What follows belongs to an exercise in optimizing a design on an open flow for small area; a production flow would make more cautious choices.
In this exercise RTL edits were held to simulation tests only and were not proved equivalent to the original.
Power and IR drop assume default switching activity.

$ cat flow/run.sh
#!/bin/bash
# synth_recipe.tcl (not shown) runs the flow's synth.tcl, then flattens the netlist and writes it again
# the make line also repeats each setting of config.mk as NAME=value (left out here)
make -C /OpenROAD-flow-scripts/flow DESIGN_CONFIG=/design/flow/config.mk WORK_HOME=/design/flow/orfs CLKGATE_MAP_FILE= SYNTH_SCRIPT=/design/flow/synth_recipe.tcl finish
$ cat flow/config.mk
export PLATFORM = sky130hd
export DESIGN_NAME = edge_counter
export DESIGN_NICKNAME = edge_counter
export VERILOG_FILES = /design/flow/design.v
export SDC_FILE = /design/flow/constraint.sdc
export NUM_CORES = 4
export LEC_CHECK = 0
export CAP_MARGIN = 20
export CORE_MARGIN = 2
export CORE_UTILIZATION = 30
export GPL_ROUTABILITY_DRIVEN = 1
export PLACE_DENSITY = 0.42
export SLEW_MARGIN = 20
$ cat flow/constraint.sdc
create_clock -name core_clock -period 12.0 [get_ports {clk}]
set_input_delay 2.4000 -clock core_clock [delete_from_list [all_inputs] [get_ports {clk}]]
set_output_delay 2.4000 -clock core_clock [all_outputs]
set_load 0.01 [all_outputs]
$ cat flow/design.v
module edge_counter (
    input  wire        clk,
    input  wire        rst,         
    input  wire        sig_in,      
    input  wire        us_tick,     
    input  wire        bus_valid,
    input  wire        bus_we,
    input  wire [31:0] bus_addr,
    input  wire [31:0] bus_wdata,
    output reg         resp_valid,
    output reg  [31:0] resp_rdata,
    output reg         resp_err
);
    localparam NCH = 4;
    integer i;
    genvar  g;
    reg        ec_en, ec_pol;
    reg [15:0] ec_ctr, ec_wrap;
    reg [7:0]  ec_pin;
    reg        sig_prev;
    reg        gt_en, gt_ph, gt_dir;
    reg [15:0] gt_ctr, gt_wrap;
    reg [7:0]  gt_psc, gt_pin, psc_cnt;
    reg [31:0] cx_scratch, gc_stopval;
    reg [31:0] clock_us;
    reg [31:0] ramw [0:15];
    reg [31:0] ch_raddr   [0:NCH-1];
    reg [31:0] ch_waddr   [0:NCH-1];
    reg [31:0] ch_count   [0:NCH-1];
    reg [31:0] ch_reload  [0:NCH-1];
    reg [31:0] ch_pending [0:NCH-1];
    reg        ch_en      [0:NCH-1];
    reg        ch_size    [0:NCH-1];
    reg        ch_incr_r  [0:NCH-1];
    reg        ch_incr_w  [0:NCH-1];
    reg [5:0]  ch_treq    [0:NCH-1];
    reg        ch_busy    [0:NCH-1];
    reg        ch_err     [0:NCH-1];
    wire rising  =  sig_in & ~sig_prev;
    wire falling = ~sig_in &  sig_prev;
    wire ec_hit  = ec_en & (ec_pol ? falling : rising);
    wire ec_wrapped = (ec_ctr == ec_wrap);
    wire ec_evt  = ec_hit & ec_wrapped;
    wire [15:0] ec_next = ec_wrapped ? 16'd0 : ec_ctr + 16'd1;
    wire gt_tick = gt_en & ({1'b0, psc_cnt} + 9'd1 >= {1'b0, gt_psc});
    wire gt_at_wrap = (gt_ctr == gt_wrap);
    wire gt_at_zero = (gt_ctr == 16'd0);
    wire gt_down    = gt_ph & gt_dir;
    wire gt_turn    = gt_ph & (gt_dir ? gt_at_zero : gt_at_wrap);
    wire gt_evt     = gt_tick & (gt_ph ? (gt_dir & gt_at_zero) : gt_at_wrap);
    wire [15:0] gt_next = (~gt_ph & gt_at_wrap) ? 16'd0 :
                          gt_down ? gt_ctr - 16'd1 : gt_ctr + 16'd1;
    reg [NCH-1:0] ch_ready, grant, ch_evt, ch_sat;
    always @* begin
        for (i = 0; i < NCH; i = i + 1) begin
            ch_ready[i] = ch_en[i] & ch_busy[i] & (|ch_pending[i]);
            ch_sat[i]   = &ch_pending[i];
            ch_evt[i]   = ch_busy[i] &
                          ((ch_treq[i] == 6'd0 && ec_evt) || (ch_treq[i] == 6'd1 && gt_evt));
        end
        grant[0] = ~bus_valid & ch_ready[0];
        grant[1] = ~bus_valid & ch_ready[1] & ~ch_ready[0];
        grant[2] = ~bus_valid & ch_ready[2] & ~|ch_ready[1:0];
        grant[3] = ~bus_valid & ch_ready[3] & ~|ch_ready[2:0];
    end
    wire dma_go = |grant;
    reg [31:0] g_raddr, g_waddr, g_count, g_pending;
    reg        g_size;
    always @* begin
        g_raddr = 32'd0; g_waddr = 32'd0; g_count = 32'd0; g_pending = 32'd0;
        g_size  = 1'b0;
        for (i = 0; i < NCH; i = i + 1) begin
            g_raddr   = g_raddr   | ({32{grant[i]}} & ch_raddr[i]);
            g_waddr   = g_waddr   | ({32{grant[i]}} & ch_waddr[i]);
            g_count   = g_count   | ({32{grant[i]}} & ch_count[i]);
            g_pending = g_pending | ({32{grant[i]}} & ch_pending[i]);
            g_size    = g_size    | (grant[i] & ch_size[i]);
        end
    end
    wire dma_byte = dma_go & ~g_size;
    wire [31:0] rd_addr = bus_valid ? bus_addr : g_raddr;
    wire        rd_byte = dma_byte;
    function automatic acc_ok(input [31:0] a, input byt);
        reg ram, blk, clkr, hit;
        begin
            ram  = (a[31:6]  == 26'h0800000);
            blk  = (a[31:12] == 20'h40000);
            clkr = (a == 32'h4001_0000);
            hit  = (a[11:7] == 5'd0 && a[6:2] <= 5'd18) ||
                   (a[11:7] == 5'd2 && a[4:2] != 3'd7);
            acc_ok = ram ? (byt | (a[1:0] == 2'd0)) :
                     blk ? (~byt & (a[1:0] == 2'd0) & hit) :
                     clkr & ~byt;
        end
    endfunction
    wire rd_ok = acc_ok(rd_addr, rd_byte);
    wire [31:0] ram_word = ramw[rd_addr[5:2]];
    reg [31:0] ch_rd;
    always @* begin
        ch_rd = 32'd0;
        for (i = 0; i < NCH; i = i + 1) begin
            if (rd_addr[6:5] == i) begin
                case (rd_addr[4:2])
                    3'd0: ch_rd = ch_raddr[i];
                    3'd1: ch_rd = ch_waddr[i];
                    3'd2, 3'd4: ch_rd = ch_count[i];
                    3'd3: ch_rd = {2'd0, ch_err[i], 4'd0, ch_busy[i], 14'd0,
                                   ch_treq[i], ch_incr_w[i], ch_incr_r[i],
                                   ch_size[i], ch_en[i]};
                    3'd5: ch_rd = ch_pending[i];
                    default: ch_rd = ch_reload[i];
                endcase
            end
        end
    end
    reg [31:0] cm_rd;
    always @* begin
        case (rd_addr[6:2])
            5'd0:  cm_rd = {30'd0, ec_pol, ec_en};
            5'd1:  cm_rd = {16'd0, ec_ctr};
            5'd2:  cm_rd = {16'd0, ec_wrap};
            5'd3:  cm_rd = {24'd0, ec_pin};
            5'd4:  cm_rd = {29'd0, gt_dir, gt_ph, gt_en};
            5'd5:  cm_rd = {16'd0, gt_ctr};
            5'd6:  cm_rd = {16'd0, gt_wrap};
            5'd7:  cm_rd = {24'd0, gt_psc};
            5'd8:  cm_rd = {24'd0, gt_pin};
            5'd9:  cm_rd = {30'd0, gt_en, ec_en};
            5'd10: cm_rd = cx_scratch;
            5'd11: cm_rd = gc_stopval;
            default: cm_rd = 32'd0;
        endcase
    end
    wire [31:0] rd_word = ~rd_addr[30] ? ram_word :
                          rd_addr[16]  ? clock_us :
                          rd_addr[8]   ? ch_rd : cm_rd;
    reg [7:0] rd_bytev;
    always @* begin
        case (rd_addr[1:0])
            2'd0: rd_bytev = rd_word[7:0];
            2'd1: rd_bytev = rd_word[15:8];
            2'd2: rd_bytev = rd_word[23:16];
            default: rd_bytev = rd_word[31:24];
        endcase
    end
    wire [31:0] dma_data = g_size ? rd_word : {4{rd_bytev}};
    wire [31:0] wr_addr = bus_valid ? bus_addr : g_waddr;
    wire [31:0] wr_data = bus_valid ? bus_wdata : dma_data;
    wire        wr_ok   = acc_ok(wr_addr, dma_byte);
    wire        wr_blk  = (wr_addr[31:12] == 20'h40000);
    wire        wr_ram  = (wr_addr[31:6]  == 26'h0800000);
    wire        dma_tgt_bad = wr_blk & ((wr_addr[11:0] == 12'h03C) | (|wr_addr[11:8]));
    wire dma_ok  = dma_go & rd_ok & wr_ok & ~dma_tgt_bad;
    wire dma_bad = dma_go & ~(rd_ok & wr_ok & ~dma_tgt_bad);
    wire host_wr = bus_valid & bus_we & wr_ok;
    wire wr_en   = host_wr | dma_ok;
    wire wr_cm   = wr_en & wr_blk & (wr_addr[11:7] == 5'd0);
    wire [4:0] wr_idx = wr_addr[6:2];
    wire w_ecctrl = wr_cm & (wr_idx == 5'd0);
    wire w_ecctr  = wr_cm & (wr_idx == 5'd1);
    wire w_ecwrap = wr_cm & (wr_idx == 5'd2);
    wire w_ecpin  = wr_cm & (wr_idx == 5'd3);
    wire w_gtctrl = wr_cm & (wr_idx == 5'd4);
    wire w_gtctr  = wr_cm & (wr_idx == 5'd5);
    wire w_gtwrap = wr_cm & (wr_idx == 5'd6);
    wire w_gtpsc  = wr_cm & (wr_idx == 5'd7) & (|wr_data[7:0]);
    wire w_gtpin  = wr_cm & (wr_idx == 5'd8);
    wire w_enmask = wr_cm & (wr_idx == 5'd9);
    wire w_cx     = wr_cm & (wr_idx == 5'd10);
    wire w_gc     = wr_cm & (wr_idx == 5'd11);
    wire hw_blk   = host_wr & wr_blk;
    wire w_abort  = hw_blk & (wr_addr[11:0] == 12'h03C);
    wire hw_ch    = hw_blk & (wr_addr[11:7] == 5'd2);
    wire [31:0] wd0 = rst ? 32'd0 : wr_data;            
    wire [15:0] wd1 = wr_data[15:0] | {16{rst}};        
    always @(posedge clk) begin
        resp_valid <= ~rst & bus_valid;
        resp_err   <= ~rst & bus_valid & ~wr_ok;
        resp_rdata <= (~rst & bus_valid & ~bus_we & wr_ok) ? rd_word : 32'd0;
    end
    wire ram_we = ~rst & wr_en & wr_ram;
    generate
        for (g = 0; g < 16; g = g + 1) begin : ramrow
            wire wsel = ram_we & (wr_addr[5:2] == g);
            always @(posedge clk) begin
                if (wsel & (~dma_byte | wr_addr[1:0] == 2'd0)) ramw[g][7:0]   <= wr_data[7:0];
                if (wsel & (~dma_byte | wr_addr[1:0] == 2'd1)) ramw[g][15:8]  <= wr_data[15:8];
                if (wsel & (~dma_byte | wr_addr[1:0] == 2'd2)) ramw[g][23:16] <= wr_data[23:16];
                if (wsel & (~dma_byte | wr_addr[1:0] == 2'd3)) ramw[g][31:24] <= wr_data[31:24];
            end
        end
    endgenerate
    always @(posedge clk) begin
        sig_prev <= ~rst & sig_in;
        if (rst | us_tick)
            clock_us <= rst ? 32'd0 : clock_us + 32'd1;
        if (rst | w_ecctrl)            ec_pol <= wd0[1];
        if (rst | w_ecctrl | w_enmask) ec_en  <= wd0[0];
        if (rst | w_ecctr | ec_hit)    ec_ctr <= rst ? 16'd0 : w_ecctr ? wr_data[15:0] : ec_next;
        if (rst | w_ecwrap)            ec_wrap <= wd1;
        if (rst | w_ecpin)             ec_pin  <= wd1[7:0];
        if (rst | w_gtctrl)            gt_ph  <= wd0[1];
        if (rst | w_gtctrl | w_enmask) gt_en  <= w_enmask ? wd0[1] : wd0[0];
        if (rst | (gt_tick & gt_turn)) gt_dir <= ~rst & ~gt_dir;
        if (rst | w_gtctr | (gt_tick & ~gt_turn))
            gt_ctr <= rst ? 16'd0 : w_gtctr ? wr_data[15:0] : gt_next;
        if (rst | w_gtwrap)            gt_wrap <= wd1;
        if (rst | w_gtpsc)             gt_psc  <= {wd0[7:1], wd1[0]};
        if (rst | w_gtpin)             gt_pin  <= wd1[7:0];
        if (!gt_en || gt_tick) psc_cnt <= 8'd0;
        else                   psc_cnt <= psc_cnt + 8'd1;
        if (rst | w_cx) cx_scratch <= wd0;
        if (rst | w_gc) gc_stopval <= wd0;
    end
    wire        g_last   = (g_count == 32'd1);
    wire [31:0] step     = g_size ? 32'd4 : 32'd1;
    wire [31:0] ra_bus   = rst ? 32'd0 : bus_valid ? bus_wdata : rd_addr + step;
    wire [31:0] wa_bus   = rst ? 32'd0 : bus_valid ? bus_wdata : wr_addr + step;
    wire [31:0] cnt_bus  = rst ? 32'd0 : bus_valid ? bus_wdata : g_count - 32'd1;
    wire [31:0] pdec     = g_pending - 32'd1;
    wire        trig_v   = |bus_wdata;
    generate
        for (g = 0; g < NCH; g = g + 1) begin : chan
            wire hsel     = hw_ch & (wr_addr[6:5] == g);
            wire w_ra     = hsel & (wr_addr[4:2] == 3'd0);
            wire w_wa     = hsel & (wr_addr[4:2] == 3'd1);
            wire w_rl     = hsel & (wr_addr[4:2] == 3'd2);
            wire w_ctrl   = hsel & (wr_addr[4:2] == 3'd3);
            wire w_trig   = hsel & (wr_addr[4:2] == 3'd4);
            wire start    = w_trig & ch_en[g] & ~ch_busy[g];
            wire abort    = w_abort & bus_wdata[g];
            wire xfer     = grant[g] & dma_ok;
            wire fail     = grant[g] & dma_bad;
            wire done     = xfer & g_last;
            wire acc      = ch_evt[g] & ~ch_sat[g];
            wire p_clr    = rst | (start & trig_v) | abort | fail | done;
            wire p_dec    = xfer & ~acc;
            wire [31:0] p_inc = ch_pending[g] + 32'd1;
            always @(posedge clk) begin
                if (rst | w_ra | (xfer & ch_incr_r[g])) ch_raddr[g] <= ra_bus;
                if (rst | w_wa | (xfer & ch_incr_w[g])) ch_waddr[g] <= wa_bus;
                if (rst | start | xfer)                 ch_count[g] <= cnt_bus;
                if (rst | w_rl | w_trig)                ch_reload[g] <= wd0;
                if (rst | w_ctrl) begin
                    ch_en[g]     <= wd0[0];
                    ch_size[g]   <= wd0[1];
                    ch_incr_r[g] <= wd0[2];
                    ch_incr_w[g] <= wd0[3];
                    ch_treq[g]   <= wd0[9:4];
                end
                if (p_clr | p_dec | (acc & ~xfer))
                    ch_pending[g] <= p_clr ? 32'd0 : p_dec ? pdec : p_inc;
                if (rst | (start & trig_v) | abort | fail | done)
                    ch_busy[g] <= ~rst & start & trig_v;
                if (rst | abort | fail)
                    ch_err[g] <= ~rst & fail;
            end
        end
    endgenerate
endmodule
==> flow_summary.json <==
{
  "status": "complete, no violations",
  "grt_pass1_wl_um": 618000,
  "fin_skew_ns": 0.0724,
  "worstMarginPinSlew_ns": 1.34,
  "first_iter_violations": 12400,
  "crit_path_top_delay_cell": "o31ai_1",
  "coreArea_um2": 248000,
  "ir_drop_mv": 0.159,
  "startpoint_type": "input pin",
  "drcViolationCount": 0,
  "rows": 183,
  "crit_family": "compound AO/OA/AOI/OAI gates",
  "seq_power_share_pct": 43.0,
  "crit_arrival_ns": 10.66,
  "gr-usage-all-layers_pct": 36.7,
  "cts_resized": 0,
  "relSlewSlack_pct": 10.3,
  "synth-seq-area-share_pct": 57.0,
  "insertion_delay_ns": 0.88,
  "cts.clk_slew.worst_paths_ns": 0.06,
  "yosysWarnings": 14,
  "crit_path_max_fanout": 60,
  "die_w_um": 503,
  "crit_top_cell": "buf_4",
  "synth_cells": 6556,
  "cp.buffers_inverters": 5,
  "min_from": "psc_cnt[0]$_SDFF_PP0_",
  "dpl.hpwl_um": 345000,
  "root_buffer": "clkbuf_16",
  "switchingPower_uw": 4800,
  "nets": 6839,
  "initial_core_util_pct": 30.1,
  "antenna_found_initial": 55,
  "synth_ff_type": "edfxtp_1",
  "reg2reg_from": "ch_pending[1][20]$_SDFFCE_PP0P_",
  "async_flop_share_pct": 0,
  "avgRoutedWirePerCell_um": 46.8,
  "leakage_uw": 0.0292,
  "worstSetupPathType": "input pin to flop",
  "final-seq-area_um2": 42600,
  "numCtsBuffers": 174,
  "viasPerCell": 6.54,
  "drv_cap": 0,
  "synth_top_area_share_pct": 55.9,
  "timing.final.crit_share_pct": 83.9,
  "clkSinkCount": 1432,
  "required_ns": 12.59,
  "layout-area-overhead-vs-synth_pct": 16.7,
  "die_area_um2": 253000,
  "io_pins": 104,
  "avgSynthCellArea_um2": 11.4,
  "total_power_uw": 14400,
  "syn_area_um2": 74600,
  "gp_congestion": 1.05,
  "synth_top_area_cell": "edfxtp_1",
  "slew_viol_final": 0,
  "finalCriticalPeriod_ns": 10.07,
  "rsz0062_at_grt": "false",
  "setup_viol_count_final": 0,
  "antenna_left": 0,
  "grt_overflow": 0,
  "detail_route.first_pass.iterations": 10,
  "p_int_uw": 9640,
  "grt_max_degree": 108,
  "pwr-share-clk_pct": 37.7,
  "multi_input_area_um2": 30100,
  "max_clock_freq_ghz": 0.0993,
  "path_cells": "buf_8 -> inv_4 -> and3_1 -> o211ai_1 -> or4_4 -> o211ai_4 -> buf_4 -> nand2_8 -> buf_4 -> a31oi_1 -> a21oi_1 -> a22o_1 -> o31ai_1 -> o211ai_1 -> a221oi_1 -> o21ai_1 -> o22a_1 -> buf_4 -> and2_1 -> mux2_2",
  "cts_tree": "yes",
  "yosys-top-cells-area": "edfxtp_1 56%, nand2_1 3.0%, nor2_1 2.7%",
  "final_cell_mix": "1389 x edfxtp_1, 599 x nand2_1, 524 x nor2_1, 362 x buf_4, 320 x a21oi_1",
  "io_buffer_count": 103,
  "final_common_cell": "edfxtp_1",
  "comb_power_share_pct": 19.3,
  "cp-end-kind": "flop",
  "critPathLaunch": "bus_valid",
  "ys_types": 127,
  "fp.dieH_um": 503,
  "slowest_delay_ns": 0.89,
  "power.density_nw_per_um2": 166,
  "post_cts_buffers": 0,
  "cts_hold_buf": 0,
  "hold_viol_final": 0,
  "vias": 66800,
  "drt-total-wl_um": 478000,
  "ys_ff_latch": 1432,
  "fin_setup_tns_ns": 0,
  "clockBufferDepth": 3,
  "synth_edf_count": 1389,
  "cts_max_level": 4,
  "syn_nets": 6669,
  "grt_pass1_vias": 61400,
  "hold_class": "flop to flop",
  "fillers": 24700,
  "switching_share_pct": 33.3,
  "drive_gt1_share_pct": 14.2
}
==> worst reg2reg max path, delay by kind of cell, from the launching register on <==
kind	cells	cell delay, ns
buffers and inverters	4	1.46
AO/OA/AOI/OAI	9	4.46
AND/OR/NAND/NOR	5	1.88
flip-flops	1	0.70
multiplexers	2	1.28
==> per-stage QoR <==
| step | utilization [%] | cell area, µm² | hold WS [ns] | setup slack (ns) | std cells |
|---|---|---|---|---|---|
| global placement | 32.8 | 81200 | 0.478 | 1.87 | 9875 |
| detailed placement | 32.8 | 81300 | 0.497 | 1.85 | 9880 |
| global route | 35.1 | 87100 | 0.525 | 2.33 | 10200 |
| finish | 35.1 | 87100 | 0.486 | 1.93 | 10200 |
| floorplan | - | 74600 | 0.440 | 3.74 | 6556 |
| CTS | 35.1 | 87100 | 0.497 | 2.55 | 10200 |
==> cells by family (layout without fill, tap and decap cells) <==
group,Yosys count,count (layout),synth area share [%]
DFF,1432,1432,57.0
buffers and inverters,607,919,4.14
AOI/OAI and AO/OA,1884,1884,18.5
xor gates and xnor gates,306,306,3.59
and+or+nand+nor,2127,2127,13.8
muxes,157,157,2.23
other,0,19,0
adders and majority gates,43,43,0.731
==> layer usage <==
metal | vias to the layer above | global-route usage [%] | wire [µm]
met2 | 5285 | 53.7 | 201000
met4 | 28 | 24.4 | 38700
met3 | 1280 | 11.0 | 55100
met5 | - | 0 | 184
li1 | 25900 | - | -
met1 | 34300 | 46.7 | 183000
==> synth_stat cells (127+ instances only) <==
| cell | n |
|---|---|
| buf_2 | 156 |
| nor2_1 | 539 |
| edfxtp_1 | 1389 |
| nand3_1 | 259 |
| a221oi_1 | 139 |
| xnor2_1 | 209 |
| a21oi_1 | 322 |
| o21ai_0 | 278 |
| a211oi_1 | 177 |
| clkbuf_1 | 186 |
| nand2_1 | 603 |
| nor3_1 | 127 |
==> state kept, by name (all words and copies together) (netlist names), 16 cells and up <==
| signal | count |
|---|---|
| ec_ctr | 16 |
| ch_waddr | 128 |
| clock_us | 32 |
| resp_rdata | 32 |
| ch_treq | 24 |
| gt_ctr | 16 |
| cx_scratch | 32 |
| ch_raddr | 128 |
| ch_count | 128 |
| gc_stopval | 32 |
| ec_wrap | 16 |
| ch_pending | 128 |
| ch_reload | 128 |
| ramw | 512 |
| gt_wrap | 16 |
==> power by group through the flow <==
| stage | logic (µW) | registers [µW] | clock network, µW |
|---|---|---|---|
| after CTS | 2640 | 6190 | 5460 |
| after detailed placement | 2630 | 6290 | 0 |
| after global routing | 2780 | 6210 | 5640 |
| after floorplan | 1270 | 6090 | 0 |
| after global placement | 2630 | 6300 | 0 |
| final | 2790 | 6200 | 5440 |
==> final timing paths <==
kind | endpoint | cells after the start | slack [ns]
hold reg to reg | psc_cnt[0]$_SDFF_PP0_ | 1 | 0.49
setup reg to reg | ec_ctr[8]$_SDFFCE_PP0P_ | 20 | 1.97
hold / removal | psc_cnt[0]$_SDFF_PP0_ | 1 | 0.49
setup / recovery | ec_ctr[8]$_SDFFCE_PP0P_ | 20 | 1.93
==> layout make-up <==
class | count | area share [%]
antenna | 19 | 0.0546
clock buffer | 217 | 5.30
clock inverter | 101 | 1.26
inverter | 118 | 0.518
multi-input combinational | 4517 | 34.5
sequential | 1432 | 48.9
tap | 3330 | 4.78
timing repair buffer | 483 | 4.70

[re-timing with driven ports]
In the flow no input, the clock included, has a driving cell. The finished layout below was timed again as built, in two steps.
Step 1: set_driving_cell puts a clkbuf_16 on clk and a buf_2 on each other input, an assumption about the parent block.
Step 2 times the ports against the registers' clock, not the clock port: input delays grow and output delays shrink by t, the midpoint of the rising clock arrivals with the driver on.
Slacks: ideal / step 1 / step 2; pairs: ideal / step 1.
t, ns: 0.948
slack for setup (ns): 1.926 / 1.965 / 1.017
worst register clock-pin slew, ns: 0.07 / 0.07
After both steps this run still meets setup and hold. The setup slack of this run moves by +0.039 ns with the drivers and by -0.909 ns with both steps.
